Background: an optimization exercise with open tools, aiming at small area. Do not read the settings as production practice. In this exercise RTL edits were held to simulation tests only and were not proved equivalent to the original.

JK:
==> flow/design.v <==
module vig_permcore (
    input  wire       clk,
    input  wire       rst,         
    input  wire       in_valid,
    input  wire [1:0] in_op,       
    input  wire [7:0] in_data,
    input  wire [7:0] in_key,
    output wire       in_ready,
    output reg        out_valid,
    output wire [7:0] out_data,
    input  wire       out_ready,
    output reg        pvalid
);
    localparam OP_SEED      = 2'd0;
    localparam OP_SEED_LAST = 2'd1;
    localparam OP_ENC       = 2'd2;
    localparam OP_DEC       = 2'd3;
    function automatic [31:0] add;
        input [31:0] a;
        input [31:0] b;
        input        cin;
        integer n;
        reg c;
        begin
            c = cin;
            for (n = 0; n < 32; n = n + 1) begin
                add[n] = a[n] ^ b[n] ^ c;
                c = (a[n] & b[n]) | (a[n] & c) | (b[n] & c);
            end
        end
    endfunction
    reg        busy;        
    reg        start;       
    reg        fin;         
    reg        bld;         
    reg        bwd;         
    reg        hashing;     
    reg [15:0] h;           
    reg [15:0] s0;          
    reg [15:0] sf;          
    reg [7:0]  k;           
    reg [1:0]  ph;          
    reg [7:0]  r;           
    reg [7:0]  p;           
    reg [7:0]  key;         
    wire [15:0] s = (bwd ^ start) ? s0 : sf;
    assign in_ready = !busy && (!out_valid || out_ready);
    wire in_fire  = in_valid && in_ready && !rst;
    wire out_fire = out_valid && out_ready;
    assign out_data = p;
    wire [15:0] hh     = hashing ? h : 16'd5381;
    wire [31:0] h33    = add({11'd0, hh, 5'd0}, {16'd0, hh}, 1'b0);
    wire [31:0] h_sum  = add(busy ? {24'd0, p} : h33,
                             {24'd0, busy ? key ^ {8{!bwd}} : in_data}, busy && !bwd);
    wire [15:0] h_next = h_sum[15:0];
    wire        fw  = !bwd;
    wire [31:0] a1  = add({14'd0, s, fw ? 2'b11 : 2'b01}, {16'd0, s} ^ {32{bwd}}, 1'b1);
    wire [31:0] a2  = add({9'd0, a1[18:0], fw ? 4'b1110 : 4'b0011}, {13'd0, a1[18:0]} ^ {32{fw}}, fw);
    wire [31:0] gw  = add({6'd0, a2[21:0], 4'b1110}, {10'd0, a2[21:0]}, 1'b0);
    wire [15:0] mc  = bwd ? {gw[8:0], 6'b111111, gw[25]} : a2[15:0];
    wire [15:0] mb  = bwd ? gw[24:9] : {9'd0, a2[22:16]};
    wire [31:0] md  = add({16'd0, mc}, ~{16'd0, mb}, 1'b1);
    wire [31:0] mr  = add({16'd0, md[15:0]}, 32'd0, md[16]);               
    wire [15:0] sn  = mr[15:0];
    wire [7:0]  byt  = (bwd && ph[1]) ? key : s[7:0];
    wire [3:0]  nib  = ph[0] ? byt[3:0] : byt[7:4];
    wire        big  = (k[7:4] != 4'd0) || (k[3:0] == 4'hf);    
    wire [7:0]  r_in = (ph == 2'd0) ? 8'd0 : (ph == 2'd1 && big) ? {4'd0, byt[7:4]} : r;
    reg  [7:0]  q;
    reg  [31:0] t;
    integer b;
    always @* begin
        q = r_in;
        for (b = 3; b >= 0; b = b - 1) begin
            t = add({23'd0, q, nib[b]}, {23'd0, 1'b1, ~k}, 1'b0);    
            q = t[9] ? t[7:0] : {q[6:0], nib[b]};
        end
    end
    wire [7:0] j    = q;
    wire       hit  = (p == k) || (p == j);
    wire [7:0] p_tr = hit ? (p ^ k ^ j) : p;
    wire [31:0] pk  = h_sum;    
    wire last_ph = (ph == 2'd3);
    wire k_end   = bwd ? (k == 8'd255) : (k == 8'd1);
    wire [7:0] k_nx = bwd ? k + 8'd1 : k - 8'd1;
    always @(posedge clk)
        r <= q;
    always @(posedge clk) begin
        if (rst) begin
            busy      <= 1'b0;
            start     <= 1'b0;
            fin       <= 1'b0;
            hashing   <= 1'b0;
            pvalid    <= 1'b0;
            out_valid <= 1'b0;
        end else begin
            if (out_fire) out_valid <= 1'b0;
            if (in_fire) begin
                if (in_op == OP_SEED) begin
                    h       <= h_next;
                    hashing <= 1'b1;
                end else begin
                    busy  <= 1'b1;
                    start <= 1'b1;
                    bld   <= (in_op == OP_SEED_LAST);
                    bwd   <= (in_op == OP_ENC);
                    k     <= (in_op == OP_ENC) ? 8'd1 : 8'd255;
                    ph    <= (in_op == OP_ENC) ? 2'd0 : 2'd1;
                    p     <= in_data;
                    key   <= in_key;
                    if (in_op == OP_SEED_LAST) begin
                        s0      <= h_next;
                        hashing <= 1'b0;
                    end
                end
            end
            if (start) begin
                start <= 1'b0;
                if (bwd) begin
                    s0  <= sn;
                    key <= s[7:0];
                    p   <= pk[7:0];
                end else
                    sf  <= sn;
            end else if (fin) begin
                fin  <= 1'b0;
                busy <= 1'b0;
                if (bld) begin
                    pvalid <= 1'b1;
                end else begin
                    out_valid <= 1'b1;
                    if (!bwd) p <= pk[7:0];
                end
            end else if (busy) begin
                ph <= ph + 2'd1;
                if (ph[0] && !(last_ph && k_end)) begin
                    if (bwd) s0 <= sn;
                    else     sf <= sn;
                end
                if (bwd && last_ph) key <= s[7:0];
                if (last_ph) begin
                    p <= p_tr;
                    if (k_end)
                        fin <= 1'b1;
                    else begin
                        k  <= k_nx;
                        ph <= (k_nx[7:4] != 4'd0 || k_nx[3:0] == 4'hf) ? 2'd1 : 2'd0;
                    end
                end
            end
        end
    end
endmodule
clock: 55.0 ns
lec_check: 0
abc_area: 1
cap_margin: 20
core_margin: 2
core_utilization: 50
place_density: 0.65
slew_margin: 20
standard.sh (not shown) runs the stock make flow with config.mk's settings and CLKGATE_MAP_FILE= SYNTH_SCRIPT=/design/flow/synth_recipe.tcl, a recipe that flattens the netlist after the stock synthesis.
==> flow/flow/run.sh <==
#!/bin/bash
# Own layout flow.
# 1. the standard synthesis, unchanged.
# 2. Full adders flipped where that saves inversions (a full adder with every input
#    and output inverted computes the same), then the combinational logic, except the
#    full adder cells, re-mapped by Yosys and ABC for area; every register keeps its
#    instance name, cell and connections.
# 3. the standard layout of that netlist, with the smallest buffer on the ports
#    and a clock tree of small buffers without dummy loads.
# Each tool writes its full output to a log file here.
set -euo pipefail
res=orfs/results/sky130hd/vig_permcore/base
lib=$FLOW_HOME/platforms/sky130hd/lib/sky130_fd_sc_hd__tt_025C_1v80.lib

bash standard.sh synth > synth.log 2>&1

python3 flow/mklib.py "$lib" comb.lib > mklib.log 2>&1
cp "$res/1_2_yosys.v" standard_1_2_yosys.v
python3 flow/faflip.py standard_1_2_yosys.v flipped.v > faflip.log 2>&1
cat > reopt.ys <<EOY
read_liberty -lib $lib
read_liberty -overwrite comb.lib
read_verilog flipped.v
hierarchy -top $FLOW_TOP
flatten
opt -purge
abc -liberty comb.lib -script flow/abc_area.script
setundef -zero
hilomap -singleton -hicell sky130_fd_sc_hd__conb_1 HI -locell sky130_fd_sc_hd__conb_1 LO
splitnets
opt_clean -purge
rename -hide w:*.*
opt_clean -purge
stat -liberty $lib
write_verilog -noattr -nohex -nodec reopt.v
EOY
yosys -l reopt.log -s reopt.ys > /dev/null 2>&1
cp reopt.v "$res/1_2_yosys.v"
touch "$res/1_2_yosys.v"

bash standard.sh finish \
  BUFFER_PORTS_ARGS="-buffer_cell sky130_fd_sc_hd__buf_1" \
  CTS_ARGS="-sink_clustering_enable -repair_clock_nets -dont_use_dummy_load -buf_list {sky130_fd_sc_hd__clkbuf_4 sky130_fd_sc_hd__clkbuf_8}" \
  > layout.log 2>&1
Other scripts of this flow, unchanged in this note and not shown: flow/flow/abc_area.script, flow/flow/faflip.py, flow/flow/mklib.py
Looking at the reports, JK completed the entire flow and the layout it produced met the timing, design-rule and antenna checks.
Edits applied to the flow inputs when going from JK to MS:
--- a/flow/design.v
+++ b/flow/design.v
@@ -36,5 +36,4 @@
     reg        bwd;         
     reg        hashing;     
-    reg [15:0] h;           
     reg [15:0] s0;          
     reg [15:0] sf;          
@@ -49,8 +48,7 @@
     wire out_fire = out_valid && out_ready;
     assign out_data = p;
-    wire [15:0] hh     = hashing ? h : 16'd5381;
-    wire [31:0] h33    = add({11'd0, hh, 5'd0}, {16'd0, hh}, 1'b0);
-    wire [31:0] h_sum  = add(busy ? {24'd0, p} : h33,
-                             {24'd0, busy ? key ^ {8{!bwd}} : in_data}, busy && !bwd);
+    wire [15:0] h      = hashing ? s0 : 16'd5381;
+    wire [31:0] h33    = add({11'd0, h, 5'd0}, {16'd0, h}, 1'b0);
+    wire [31:0] h_sum  = add(h33, {24'd0, in_data}, 1'b0);
     wire [15:0] h_next = h_sum[15:0];
     wire        fw  = !bwd;
@@ -66,5 +64,5 @@
     wire [3:0]  nib  = ph[0] ? byt[3:0] : byt[7:4];
     wire        big  = (k[7:4] != 4'd0) || (k[3:0] == 4'hf);    
-    wire [7:0]  r_in = (ph == 2'd0) ? 8'd0 : (ph == 2'd1 && big) ? {4'd0, byt[7:4]} : r;
+    wire [7:0]  r_in = {r[7:4], r[3:0] | ({4{ph == 2'd1 && big}} & byt[7:4])};
     reg  [7:0]  q;
     reg  [31:0] t;
@@ -80,10 +78,8 @@
     wire       hit  = (p == k) || (p == j);
     wire [7:0] p_tr = hit ? (p ^ k ^ j) : p;
-    wire [31:0] pk  = h_sum;    
+    wire [31:0] pk  = add({24'd0, p}, {24'd0, key ^ {8{!bwd}}}, !bwd);   
     wire last_ph = (ph == 2'd3);
     wire k_end   = bwd ? (k == 8'd255) : (k == 8'd1);
     wire [7:0] k_nx = bwd ? k + 8'd1 : k - 8'd1;
-    always @(posedge clk)
-        r <= q;
     always @(posedge clk) begin
         if (rst) begin
@@ -98,5 +94,5 @@
             if (in_fire) begin
                 if (in_op == OP_SEED) begin
-                    h       <= h_next;
+                    s0      <= h_next;
                     hashing <= 1'b1;
                 end else begin
@@ -107,4 +103,5 @@
                     k     <= (in_op == OP_ENC) ? 8'd1 : 8'd255;
                     ph    <= (in_op == OP_ENC) ? 2'd0 : 2'd1;
+                    r     <= 8'd0;
                     p     <= in_data;
                     key   <= in_key;
@@ -133,4 +130,5 @@
                 end
             end else if (busy) begin
+                r  <= last_ph ? 8'd0 : q;
                 ph <= ph + 2'd1;
                 if (ph[0] && !(last_ph && k_end)) begin
--- outcome ---
- Sort MS and JK by total core area asc -> top: MS
- Of MS and JK, JK shows the lower maximum clock frequency, with MS above it.
- Summary of MS over JK: total routing usage reported by global routing has remained practically unchanged, routed wire length has decreased, met3 layer wire length in the routed design has increased, ratio of final minimum period to clock period has decreased.
- In the reports for MS and JK, the smaller chip width belongs to MS.
- Initial core utilization, MS and JK: lower on JK
- On MS: worst setup slack is 0.17 ns higher than what JK gave.
- In the metrics for MS and JK, the one carrying the higher worst setup skew after layout is JK.
- Post-route cell area shrinks by a few percent when moving from JK to MS.

==> static timing again, ports no longer ideal <==
The results above use ideal ports. As a check the final layouts listed here were re-extracted and re-timed, cells and wires unchanged. Step 1 assumes that a clkbuf_16 drives the clock port and a buf_2 every other input. Step 2 times the ports against the registers' clock, not the clock port: input delays grow and output delays shrink by t, the midpoint of the rising clock arrivals with the driver on. Three values: ideal, step 1, step 2; two values: the first two.
run | t (ns) | slack for setup (ns) | hold slack, ns | worst data-port slew with drivers (ns) | cell pins on the clock port's net
JK | 0.417 | 32.439 / 32.418 / 32.418 | 0.500 / 0.500 / 0.500 | 0.06 | 1
MS | 0.394 | 32.607 / 32.587 / 32.587 | 0.497 / 0.497 / 0.497 | 0.04 | 1
After both steps setup and hold are still met in every run listed. For JK, which loses most, drivers alone change the setup slack by -0.021 ns; drivers and shift together by -0.021 ns.
